Context: an optimization exercise on an open-source flow, tuned for small area, a short achievable clock period and few clock cycles per item. The choices shown serve that exercise and are no tape-out recipe.
At most, simulation tests tie the RTL to the original design; equivalence was not proved.
Power figures rest on the tool's default switching activity, not on a simulated workload.

== v55 ==
==> flow/design.v (excerpt) <==
module tdes_core (
  input  wire         clk,
  input  wire         rst,
  input  wire         cmd_valid,
  output wire         cmd_ready,
  input  wire [1:0]   cmd_op,
  input  wire [167:0] cmd_key,
  input  wire [63:0]  cmd_data,
  output reg          out_valid,
  output reg  [63:0]  out_data
);
Size: about 2,600 cells after synthesis, about 280 flip-flops, about 300 I/O pins, ~18,000 µm² of cells after synthesis.
==> flow/config.mk <==
export PLATFORM = sky130hd
export DESIGN_NAME = tdes_core
export DESIGN_NICKNAME = tdes_core
export VERILOG_FILES = /design/flow/design.v
export SDC_FILE = /design/flow/constraint.sdc
export NUM_CORES = 4
export LEC_CHECK = 0
export ABC_AREA = 1
export CAP_MARGIN = 20
export CORE_MARGIN = 2
export CORE_UTILIZATION = 40
export CTS_BUF_LIST = sky130_fd_sc_hd__clkbuf_8
export SETUP_SLACK_MARGIN = 3.0
export SLEW_MARGIN = 20
export TNS_END_PERCENT = 10
==> flow/constraint.sdc <==
create_clock -name core_clock -period 5.0 [get_ports {clk}]
set_input_delay 1.0000 -clock core_clock [delete_from_list [all_inputs] [get_ports {clk}]]
set_output_delay 1.0000 -clock core_clock [all_outputs]
set_load 0.01 [all_outputs]
standard.sh (not shown) runs the stock make flow with config.mk's settings and CLKGATE_MAP_FILE= SYNTH_SCRIPT=/design/flow/synth_recipe.tcl, a recipe that flattens the netlist after the stock synthesis.
==> flow/flow/run.sh <==
#!/bin/bash
# Standard layout, but the port buffers are the smallest buffer cell.
set -euo pipefail
export BUFFER_PORTS_ARGS="-buffer_cell sky130_fd_sc_hd__buf_1"
bash standard.sh finish > standard_flow.log 2>&1
Testbench counts of v55, summed over its fixed seeds: cycles 146,392, blocks 4,205.
diff inputs: v55 => v22
diff --git a/flow/config.mk b/flow/config.mk
--- a/flow/config.mk
+++ b/flow/config.mk
@@ -13 +13 @@
-export SETUP_SLACK_MARGIN = 3.0
+export SETUP_SLACK_MARGIN = 2.7
@@ -15 +15 @@
-export TNS_END_PERCENT = 10
+export TNS_END_PERCENT = 5
### Flow results
Compare v22 and v55 | global-route usage over all layers lower: v22
Compared with v55, v22 shows a lower met2 capacity usage during global routing.
The run showing the smaller final critical path time including I/O delays and setup is v55.
v22 vs v55, source of the critical timing path: R[17] vs L[9]
Comparing v22 and v55, the higher sequential share of layout area is on v22.
Compared v22 vs v55, and global-route wire length before repair is down in v22.
Looking at v22 and v55, the worst hold slack is a wash.
Input-level comparison between v54 and v22:
diff --git a/flow/config.mk b/flow/config.mk
--- a/flow/config.mk
+++ b/flow/config.mk
@@ -9 +9 @@
-export CAP_MARGIN = 20
+export CAP_MARGIN = 5
@@ -13,2 +13,2 @@
-export SETUP_SLACK_MARGIN = 2.7
-export SLEW_MARGIN = 20
+export SETUP_SLACK_MARGIN = 3.0
+export SLEW_MARGIN = 5
## What came out
Per the final summary, v54 finished and its layout is clean on timing, DRC and antenna.
v54 and v22 ended up with roughly the same cell area after placement.
Looking at v54 and v22, the fill cell total of the finished layout is a wash.
Looking at number of non-clock inverters, v54 sits above v22.
v54 vs. v22: first-pass GRT wire length level, period utilization moved down, total power of the final layout moved up.
Final cell count (lower): v22
From v22 to v54 the numbers moved as follows: setup fix buffers added after clock tree synthesis increased 23, proportion of power drawn by flip-flops and latches decreased 1.6 points.
Part of the power in the clock network sits lower in v54 than in v22.
The standard cells in v54 occupy more silicon area than those in v22 do.
What v37 does differently from v54 at the input level:
diff --git a/flow/config.mk b/flow/config.mk
--- a/flow/config.mk
+++ b/flow/config.mk
@@ -13 +13 @@
-export SETUP_SLACK_MARGIN = 3.0
+export SETUP_SLACK_MARGIN = 2.85
Results
[compare] base=v54 new=v37: via count decreased by 0.62% relative to the old numbers; setup slack fell 17 ps; non-clock buffer count fell 19; part of the total power dissipated in the clock network increased by 0.6 points relative to the old numbers. From v54 to v37 the numbers moved as follows: end-of-flow core utilization lost 1.3 points; highest net fanout along the worst path picked up an extra 2. As far as routed length on met2 is concerned, v37 and v54 perform about the same. Overall routed net length: v54 and v37 compared, lower one is v37.

---

tdes_core, a different RTL version from the one above (not shown whole).
For scale: about 1,800 cells after synthesis, ~280 flip-flops, about 300 I/O pins, ~18,000 µm² of cells after synthesis.
export LEC_CHECK = 0
export CAP_MARGIN = 20
export CORE_MARGIN = 2
export CORE_UTILIZATION = 60
export CTS_BUF_LIST = sky130_fd_sc_hd__clkbuf_8
export SETUP_SLACK_MARGIN = 2.5
export SLEW_MARGIN = 20
create_clock -name core_clock -period 5.0 [get_ports {clk}]
Scripts as last shown in full above: flow/flow/run.sh
The baseline passed the timing, design-rule and antenna checks.
Testbench counts at the start, summed over its fixed seeds: cycles 146,392, blocks 4,205.
==> next run, changes <==
Settings changed: ABC_AREA set to 1, CAP_MARGIN 20 to 5, CORE_UTILIZATION 60 to 40, SETUP_SLACK_MARGIN 2.5 to 2.85, SLEW_MARGIN 20 to 5, TNS_END_PERCENT set to 5.
The new run went through all stages and came out clean.
Clock skew rose by 37 ps.
Synthesized cell count rises by 43%.
Worst setup slack gains 430 ps.
Global-route usage shrinks by 8.5 points.
Critical path depth came out lower by 10.
==> next run, changes <==
Settings changed: ABC_AREA 1 to unset, CAP_MARGIN 5 to 20, CTS_CLUSTER_DIAMETER set to 80, CTS_CLUSTER_SIZE set to 20, SETUP_SLACK_MARGIN 2.85 to 2.5, SLEW_MARGIN 5 to 20, TNS_END_PERCENT 5 to unset.
Core utilization rises by 2.4 points.
Total power falls by 10%.
Final area rises by 7.4%.

---

tdes_core, a different RTL version from the one above (not shown whole).
Size: roughly 280 flip-flops, roughly 17000 sq um of cells after synthesis.
clock: 5.0 ns
lec_check: 0
cap_margin: 20
core_margin: 2
core_utilization: 40
setup_slack_margin: 2.5
slew_margin: 20
run.sh (not shown) runs the stock make flow with config.mk's settings and CLKGATE_MAP_FILE= SYNTH_SCRIPT=/design/flow/synth_recipe.tcl, a recipe that flattens the netlist after the stock synthesis.
Stock flow here: none of the scripts above is used.
Change:
==> flow/flow/run.sh (new file) <==
#!/bin/bash
# Standard layout, but the port buffers are the smallest buffer cell.
set -euo pipefail
export BUFFER_PORTS_ARGS="-buffer_cell sky130_fd_sc_hd__buf_1"
bash standard.sh finish > standard_flow.log 2>&1
==> flow/standard.sh (new file) <==
#!/bin/bash
# synth_recipe.tcl (not shown) runs the flow's synth.tcl, then flattens the netlist and writes it again
# the make line also repeats each setting of config.mk as NAME=value (left out here)
make -C /OpenROAD-flow-scripts/flow DESIGN_CONFIG=/design/flow/config.mk WORK_HOME=/design/flow/orfs CLKGATE_MAP_FILE= SYNTH_SCRIPT=/design/flow/synth_recipe.tcl "${@:-finish}"
--- a/flow/config.mk
+++ b/flow/config.mk
@@ -10,2 +10,3 @@
 export CORE_UTILIZATION = 40
+export CTS_BUF_LIST = sky130_fd_sc_hd__clkbuf_8
 export SETUP_SLACK_MARGIN = 2.5
removed: flow/run.sh
Result: Wire length came out higher by about 1.6%; total power came out lower by 0.66%; cell count came out higher by about 3%; die area is unchanged; worst setup slack degrades by 0.069 ns.
No run of this note included a check of the RTL's function; only the layout flow was run.

[separate check: timing with driven ports]
No port has a modelled driver above. Below, the same layouts with a new extraction and two added sets of constraints.
Step 1, drivers: a clkbuf_16 drives clk and a buf_2 each remaining input, both assumed.
Step 2, shift: input delay + t, output delay - t, t = (earliest + latest rising clock arrival at the registers) / 2. This alone moves slack from input paths to output paths.
a / b / c = ideal ports / drivers / drivers and shift; a / b = the first two.
run	shift t [ns]	setup slack, ns	worst slew at a driven data input, ns
v55	0.694	2.778 / 2.727 / 2.350	0.11
v22	0.686	2.635 / 2.584 / 2.295	0.11
v54	0.691	2.811 / 2.759 / 2.418	0.11
v37	0.693	2.795 / 2.742 / 2.334	0.10
the first run of note 2	0.640	2.308 / 2.308 / 1.847	0.06
the second run of note 2	0.676	2.734 / 2.684 / 2.330	0.07
the third run of note 2	0.661	2.347 / 2.347 / 2.036	0.05
the first run of note 3	0.652	2.223 / 2.223 / 1.965	0.08
the second run of note 3	0.679	2.154 / 2.154 / 2.082	0.15
After both steps setup and hold are still met in every run listed.
